Context: an optimization exercise on an open-source flow, tuned for small area. The choices shown serve that exercise and are no tape-out recipe. Where RTL was checked, it was by simulation tests only, not by an equivalence proof against the original. Power figures rest on the tool's default switching activity, not on a simulated workload.

==> v38 <==
## somfy_remote
module somfy_remote (
    input  wire        CLK,
    input  wire        RST_N,
    input  wire        CFG_RESET_ON_START,
    input  wire        REQ_VALID,
    input  wire [7:0]  REQ_LEN,
    input  wire [7:0]  REQ_DATA,
    input  wire [2:0]  REQ_SEL,
    output wire        REQ_READY,
    output wire [1:0]  MODE,
    output wire        BUSY,
    output wire        ONLINE,
    output wire        OUT_VALID,
    output wire [1:0]  OUT_KIND,
    output wire [2:0]  OUT_CODE,
    output wire [3:0]  OUT_BTN,
    output wire [23:0] OUT_IDENT,
    output wire [7:0]  OUT_CHAR,
    output wire        ACK_VALID,
    output wire [23:0] ACK_IDENT,
    output wire [7:0]  ACK_CHAR,
    output wire [2:0]  NVM_ADDR,
    output wire        NVM_RE,
    output wire        NVM_WE,
    output wire [32:0] NVM_WDATA,
    input  wire [32:0] NVM_RDATA,
    input  wire        NVM_DONE,
    input  wire        NVM_OK,
    output wire        RADIO_TX_REQ,
    input  wire        RADIO_TX_OK,
    output wire        RADIO_STBY_REQ,
    input  wire        RADIO_READY,
    output wire        LINE
);
Settings: LEC_CHECK=0, CAP_MARGIN=20, CORE_MARGIN=2, CORE_UTILIZATION=75, SLEW_MARGIN=20; clock period 10.0 ns.
standard.sh (not shown) runs the stock make flow with config.mk's settings and CLKGATE_MAP_FILE= SYNTH_SCRIPT=/design/flow/synth_recipe.tcl, a recipe that flattens the netlist after the stock synthesis.
==> flow/flow/run.sh <==
#!/bin/bash
# The standard layout (standard.sh), with:
#  - synthesis: ABC maps for area (flow/synth.tcl, flow/area.abc);
#  - port buffers of the smallest buffer cell;
#  - a clock tree of small buffers without dummy loads.
set -euo pipefail
export FLOW_WORK="$PWD"
export AREA_ABC_SCRIPT="$PWD/flow/area.abc"
bash standard.sh \
  "SYNTH_SCRIPT=$PWD/flow/synth.tcl" \
  "BUFFER_PORTS_ARGS=-buffer_cell sky130_fd_sc_hd__buf_1" \
  "CTS_ARGS=-sink_clustering_enable -repair_clock_nets -dont_use_dummy_load -buf_list {sky130_fd_sc_hd__clkbuf_4} -sink_buffer_max_cap_derate 0.6" \
  finish > standard_flow.log 2>&1
==> flow/flow/area.abc <==
strash
dch -f
map -a
mfs2
strash
dch -f
map -a
topo
==> flow/flow/synth.tcl <==
# The standard synthesis (synth_recipe.tcl), with ABC's technology mapping
# run on an area-oriented script (flow/area.abc) in place of ORFS's speed
# script. Flip-flop mapping and register names are unchanged.
proc abc {args} {
  set i [lsearch -exact $args -script]
  if { $i >= 0 } {
    set args [lreplace $args [expr {$i + 1}] [expr {$i + 1}] $::env(AREA_ABC_SCRIPT)]
  }
  yosys abc {*}$args
}
source $::env(FLOW_WORK)/synth_recipe.tcl
==> v36 (differences from v38) <==
--- a/flow/flow/run.sh
+++ b/flow/flow/run.sh
@@ -9,5 +9,5 @@
 bash standard.sh \
   "SYNTH_SCRIPT=$PWD/flow/synth.tcl" \
   "BUFFER_PORTS_ARGS=-buffer_cell sky130_fd_sc_hd__buf_1" \
-  "CTS_ARGS=-sink_clustering_enable -repair_clock_nets -dont_use_dummy_load -buf_list {sky130_fd_sc_hd__clkbuf_4} -sink_buffer_max_cap_derate 0.6" \
+  "CTS_ARGS=-sink_clustering_enable -repair_clock_nets -dont_use_dummy_load -buf_list {sky130_fd_sc_hd__clkbuf_8} -sink_clustering_size 25 -sink_clustering_max_diameter 150" \
   finish > standard_flow.log 2>&1
--- a/flow/config.mk
+++ b/flow/config.mk
@@ -7,5 +7,5 @@
 export LEC_CHECK = 0
 export CAP_MARGIN = 20
 export CORE_MARGIN = 2
-export CORE_UTILIZATION = 75
+export CORE_UTILIZATION = 60
 export SLEW_MARGIN = 20
==> notes.md <==
Die Area ~8200 um^2; Worst-Margin Slew between 0.6 and 0.7 ns; Area Overhead vs Synth 12.08%; post-layout min period between 8 and 9 ns; Net Sw Frac 0.4456; Vias/cell about 5.3; clk tree area frac 0.02458; met2 usage in global routing 0.4590; clock share of power 0.139; Sequential Power Share 0.379; area of the multi-input gates ~2100 um^2; status no timing/DRC/antenna violations
-- figures above: v36

==> notes.md <==
Vias/cell 5.717; clock share of power 0.105; Die Area 6629 um^2; Sequential Power Share 0.392; area of the multi-input gates between 2000 and 2500 um^2; met2 usage in global routing 0.6016; Area Overhead vs Synth 9.908%; Worst-Margin Slew roughly 0.74 ns; status no timing/DRC/antenna violations; post-layout min period slightly below 9 ns; Synth top cells by count nor2_1 (107), clkinv_1 (66), nand2_1 (59)
-- figures above: v38



==> raven: inputs <==
Another version of the RTL of somfy_remote (not shown whole).
export LEC_CHECK = 0
export CAP_MARGIN = 20
export CORE_MARGIN = 2
export CORE_UTILIZATION = 60
export SLEW_MARGIN = 20
create_clock -name core_clock -period 10.0 [get_ports {CLK}]
==> flow/flow/run.sh <==
#!/bin/bash
set -euo pipefail
bash standard.sh \
  "BUFFER_PORTS_ARGS=-buffer_cell sky130_fd_sc_hd__buf_1" \
  "CTS_ARGS=-sink_clustering_enable -repair_clock_nets -dont_use_dummy_load -buf_list {sky130_fd_sc_hd__clkbuf_4 sky130_fd_sc_hd__clkbuf_8} -sink_clustering_size 10" \
  finish > standard_flow.log 2>&1
==> onyx: changes against raven <==
--- a/flow/design.v
+++ b/flow/design.v
@@ -50,14 +50,14 @@
     reg [3:0]  st;
     reg        failed;       
     reg [2:0]  code;         
     reg [1:0]  dev;          
     reg [7:0]  rdata;        
     reg [31:0] ctr;
-    reg [16:0] tmr;          
-    reg [6:0]  k;            
+    reg [9:0]  tmr;          
+    reg [7:0]  k;            
     wire acc  = (code == 3'd0);
     wire init = (st[3:1] == 3'd0);
     reg [23:0] ident;
     always @(*) begin
         case (dev)
             2'd0: ident = 24'h184623;
@@ -306,32 +306,39 @@
         endcase
     end
     wire nhh = ctr[12 + j2];
     wire nhl = ctr[8 + j2];
     wire nlh = ctr[4 + j2];
     wire nll = ctr[j2];
-    wire chi = fj[2] ? nhh : nhl;
-    wire clo = fj[2] ? nlh : nll;
-    wire cksv = btn[j2] ^ nhh ^ nhl ^ nlh ^ nll;    
-    wire p1j = fj[2] ? btn[j2] : cksv;
-    wire fbit = kc ^ ((fi != 3'd0) & p1j) ^ ((fi >= 3'd2) & chi) ^ ((fi >= 3'd3) & clo);
+    wire i1 = (fi != 3'd0);
+    wire i2 = (fi >= 3'd2);
+    wire i3 = (fi >= 3'd3);
+    wire lo = ~fj[2];
+    wire w_hh = (i1 & lo) ^ (i2 & ~lo);
+    wire w_hl = lo & i1 & ~i2;
+    wire w_lh = (i1 & lo) ^ (i3 & ~lo);
+    wire w_ll = lo & i1 & ~i3;
+    wire bj = (j2 == 2'd0) ? rdata[1] :                  
+              (j2 == 2'd1) ? (rdata[2] & rdata[0]) :
+              (j2 == 2'd2) ? (rdata[2] & ~rdata[0]) : (~rdata[2] & ~rdata[1]);
+    wire fbit = kc ^ (i1 & bj) ^ (w_hh & nhh) ^ (w_hl & nhl) ^ (w_lh & nlh) ^ (w_ll & nll);
     reg [31:0] ctr_inc;
     reg        cy;
     integer    ii;
     always @(*) begin
         cy = 1'b1;
         for (ii = 0; ii < 32; ii = ii + 1) begin
             ctr_inc[ii] = ctr[ii] ^ cy;
             cy = cy & ctr[ii];
         end
     end
-    reg [6:0] k_inc;
+    reg [7:0] k_inc;
     reg       ky;
     always @(*) begin
         ky = 1'b1;
-        for (ii = 0; ii < 7; ii = ii + 1) begin
+        for (ii = 0; ii < 8; ii = ii + 1) begin
             k_inc[ii] = k[ii] ^ ky;
             ky = ky & k[ii];
         end
     end
     wire idle = (st == S_IDLE);
     assign REQ_READY      = idle;
@@ -353,25 +360,43 @@
     assign NVM_WDATA      = {1'b1, ctr_inc};
     assign RADIO_TX_REQ   = (st == S_TXON);
     assign RADIO_STBY_REQ = (st == S_OFF);
     assign LINE           = (st == S_WH) | (st == S_SWSH) |
                             ((st == S_HWS) & ~k[2]) |
                             ((st == S_DATA) & ~(fbit ^ k[0]));
-    localparam [16:0] T_WAKE_H = 17'h10355;    
-    localparam [16:0] T_WAKE_L = 17'h0B751;    
-    localparam [16:0] T_SYMBOL = 17'h0C95C;    
-    localparam [16:0] T_SWS_H  = 17'h118C1;    
-    localparam [16:0] T_SIL    = 17'h0B3E9;    
-    wire tdone = &tmr;
-    wire [16:0] tstep = {tmr[15:0], tmr[16] ^ tmr[13]};
-    wire kend  = (k == 7'd127) | ((st == S_DATA) & (k == 7'd111));
+    wire seg   = st[3];
+    wire tick  = ((tmr & 10'h0FF) == 10'h08D);    
+    wire r455  = ((tmr & 10'h2D7) == 10'h253);    
+    wire r605  = ((tmr & 10'h2D7) == 10'h046);    
+    wire r70   = ((tmr & 10'h24A) == 10'h24A);    
+    wire r335  = ((tmr & 10'h27B) == 10'h063);    
+    wire first = (code == 3'd0);
+    reg  tdone;
+    always @(*) begin
+        case (st)
+            S_WH:    tdone = (&{k[3], k[2], k[1]}) & r455;                   
+            S_WL:    tdone = (&{k[7], k[3], k[1], k[0]}) & r605;             
+            S_HWS:   tdone = (first ? (&k[3:0])                              
+                                    : (&{k[5], k[4], k[2], k[1], k[0]}))     
+                             & tick;
+            S_SWSH:  tdone = (&k[2:0]) & r70;                                
+            S_SWSL:  tdone = tick;                                           
+            S_DATA:  tdone = (&{k[6], k[5], k[3:0]}) & tick;                 
+            default: tdone = (&{k[5], k[3:0]}) & r335;                       
+        endcase
+    end
+    wire [9:0] tstep = {tmr[8:0], ~(tmr[9] ^ tmr[6])};
     wire len1  = (REQ_LEN == 8'd1);
     wire cmdok = len1 & ((REQ_DATA == 8'h75) | (REQ_DATA == 8'h73) |
                          (REQ_DATA == 8'h64) | (REQ_DATA == 8'h70));
     always @(posedge CLK) begin
-        tmr <= tstep;
+        tmr <= (!seg || tick || tdone) ? 10'd0 : tstep;
+        if (!seg || tdone)
+            k <= 8'd0;
+        else if (tick)
+            k <= k_inc;
         if (!RST_N) begin
             st     <= S_ILOAD;
             failed <= 1'b0;
             code   <= 3'd7;
             dev    <= 2'd0;
         end else begin
@@ -423,17 +448,14 @@
                 end
                 S_TXON: begin
                     if (!RADIO_TX_OK) begin
                         code <= 3'd4;
                         st   <= S_OFF;
                     end else if (code == 3'd0) begin
-                        tmr <= T_WAKE_H;
                         st  <= S_WH;
                     end else begin
-                        tmr <= T_SYMBOL;
-                        k   <= 7'd72;
                         st  <= S_HWS;
                     end
                 end
                 S_OFF: begin
                     if (code[2]) begin
                         st <= S_FIN;
@@ -449,35 +471,23 @@
                     st <= S_IDLE;
                 end
                 default: begin
                     if (tdone) begin
                         case (st)
                             S_WH: begin
-                                tmr <= T_WAKE_L;
                                 st  <= S_WL;
                             end
                             S_WL: begin
-                                tmr <= T_SYMBOL;
-                                k   <= 7'd112;
                                 st  <= S_HWS;
                             end
-                            S_HWS, S_DATA: begin
-                                k <= k_inc;
-                                if (kend) begin
-                                    tmr <= (st == S_HWS) ? T_SWS_H : T_SIL;
-                                    st  <= (st == S_HWS) ? S_SWSH : S_SIL;
-                                end else begin
-                                    tmr <= T_SYMBOL;
-                                end
-                            end
+                            S_HWS:  st <= S_SWSH;
+                            S_DATA: st <= S_SIL;
                             S_SWSH: begin
-                                tmr <= T_SYMBOL;
                                 st  <= S_SWSL;
                             end
                             S_SWSL: begin
-                                tmr <= T_SYMBOL;
                                 st  <= S_DATA;
                             end
                             default: begin    
                                 st <= S_OFF;
                             end
                         endcase
==> flow/flow/run.sh (replaced) <==
#!/bin/bash
set -euo pipefail
bash standard.sh \
  "BUFFER_PORTS_ARGS=-buffer_cell sky130_fd_sc_hd__buf_1" \
  "CTS_ARGS=-sink_clustering_enable -repair_clock_nets -dont_use_dummy_load -buf_list {sky130_fd_sc_hd__clkbuf_8} -sink_clustering_size 20" \
  finish > standard_flow.log 2>&1
==> qor summary <==
	onyx	raven
Outcome	no timing/DRC/antenna violations	no timing/DRC/antenna violations
Synthesized flop and latch total	68	74
Met2 track demand over resource	0.384	0.434
Post-Synth Simple-Gate Area	0.162	0.179
Fraction of layout instances using a drive strength above 1	0.0323	0.0388
Number of flip-flops and latches	68	74
Aggregate routed wire length	10.6 mm	12.3 mm
Clock input transition at the sequential cells of the worst setup and hold paths	0.06 ns	0.07 ns
Leakage	2.19 nW	2.32 nW
Number of tapcells	102	105
Top Consumer	registers	combinational logic
Violation count after the first detailed-routing iteration	250	283
Fraction of power consumed by sequential logic	0.444	0.431
Power Total	1.07 mW	1.34 mW
Worst reg2reg endpoint	st[1]	ctr[19]
Highest clock rate	118 MHz	117 MHz
Total routed wire length on the met1 layer	4.74 mm	5.57 mm
Mapped Area	4820 sq um	5080 sq um
Post-synthesis share of cell area spent on full adders, half adders and majority gates	0.127	0.113
Non-clock buffer area fraction after layout	0.125	0.121
Initial core utilization	0.621	0.618
Function not checked in onyx: the RTL went through the layout flow alone.

[re-timing with driven ports]
The flow's constraints put no driver on any port. The routed layouts listed below were extracted and timed again, unchanged, in two steps. Step 1: set_driving_cell puts a clkbuf_16 on CLK and a buf_2 on each other input, an assumption about the parent block. Step 2 moves the port delays by t, midway between the first and last clock arrival at a register: inputs arrive t later, outputs are due t later. That takes back most of the time a late clock gives input paths. Slacks: ideal ports / drivers / drivers and shift; pairs: ideal ports / drivers.
| run | t (ns) | setup slack, ns | latest minus earliest clock arrival (ns) |
|---|---|---|---|
| v38 | 0.433 | 1.266 / 1.238 / 1.671 | 0.022 / 0.022 |
| v36 | 0.367 | 1.362 / 1.332 / 1.700 | 0.022 / 0.023 |
| raven | 0.361 | 1.425 / 1.395 / 1.756 | 0.027 / 0.027 |
| onyx | 0.358 | 1.530 / 1.504 / 1.862 | 0.022 / 0.022 |
After both steps setup and hold are still met in every run listed.
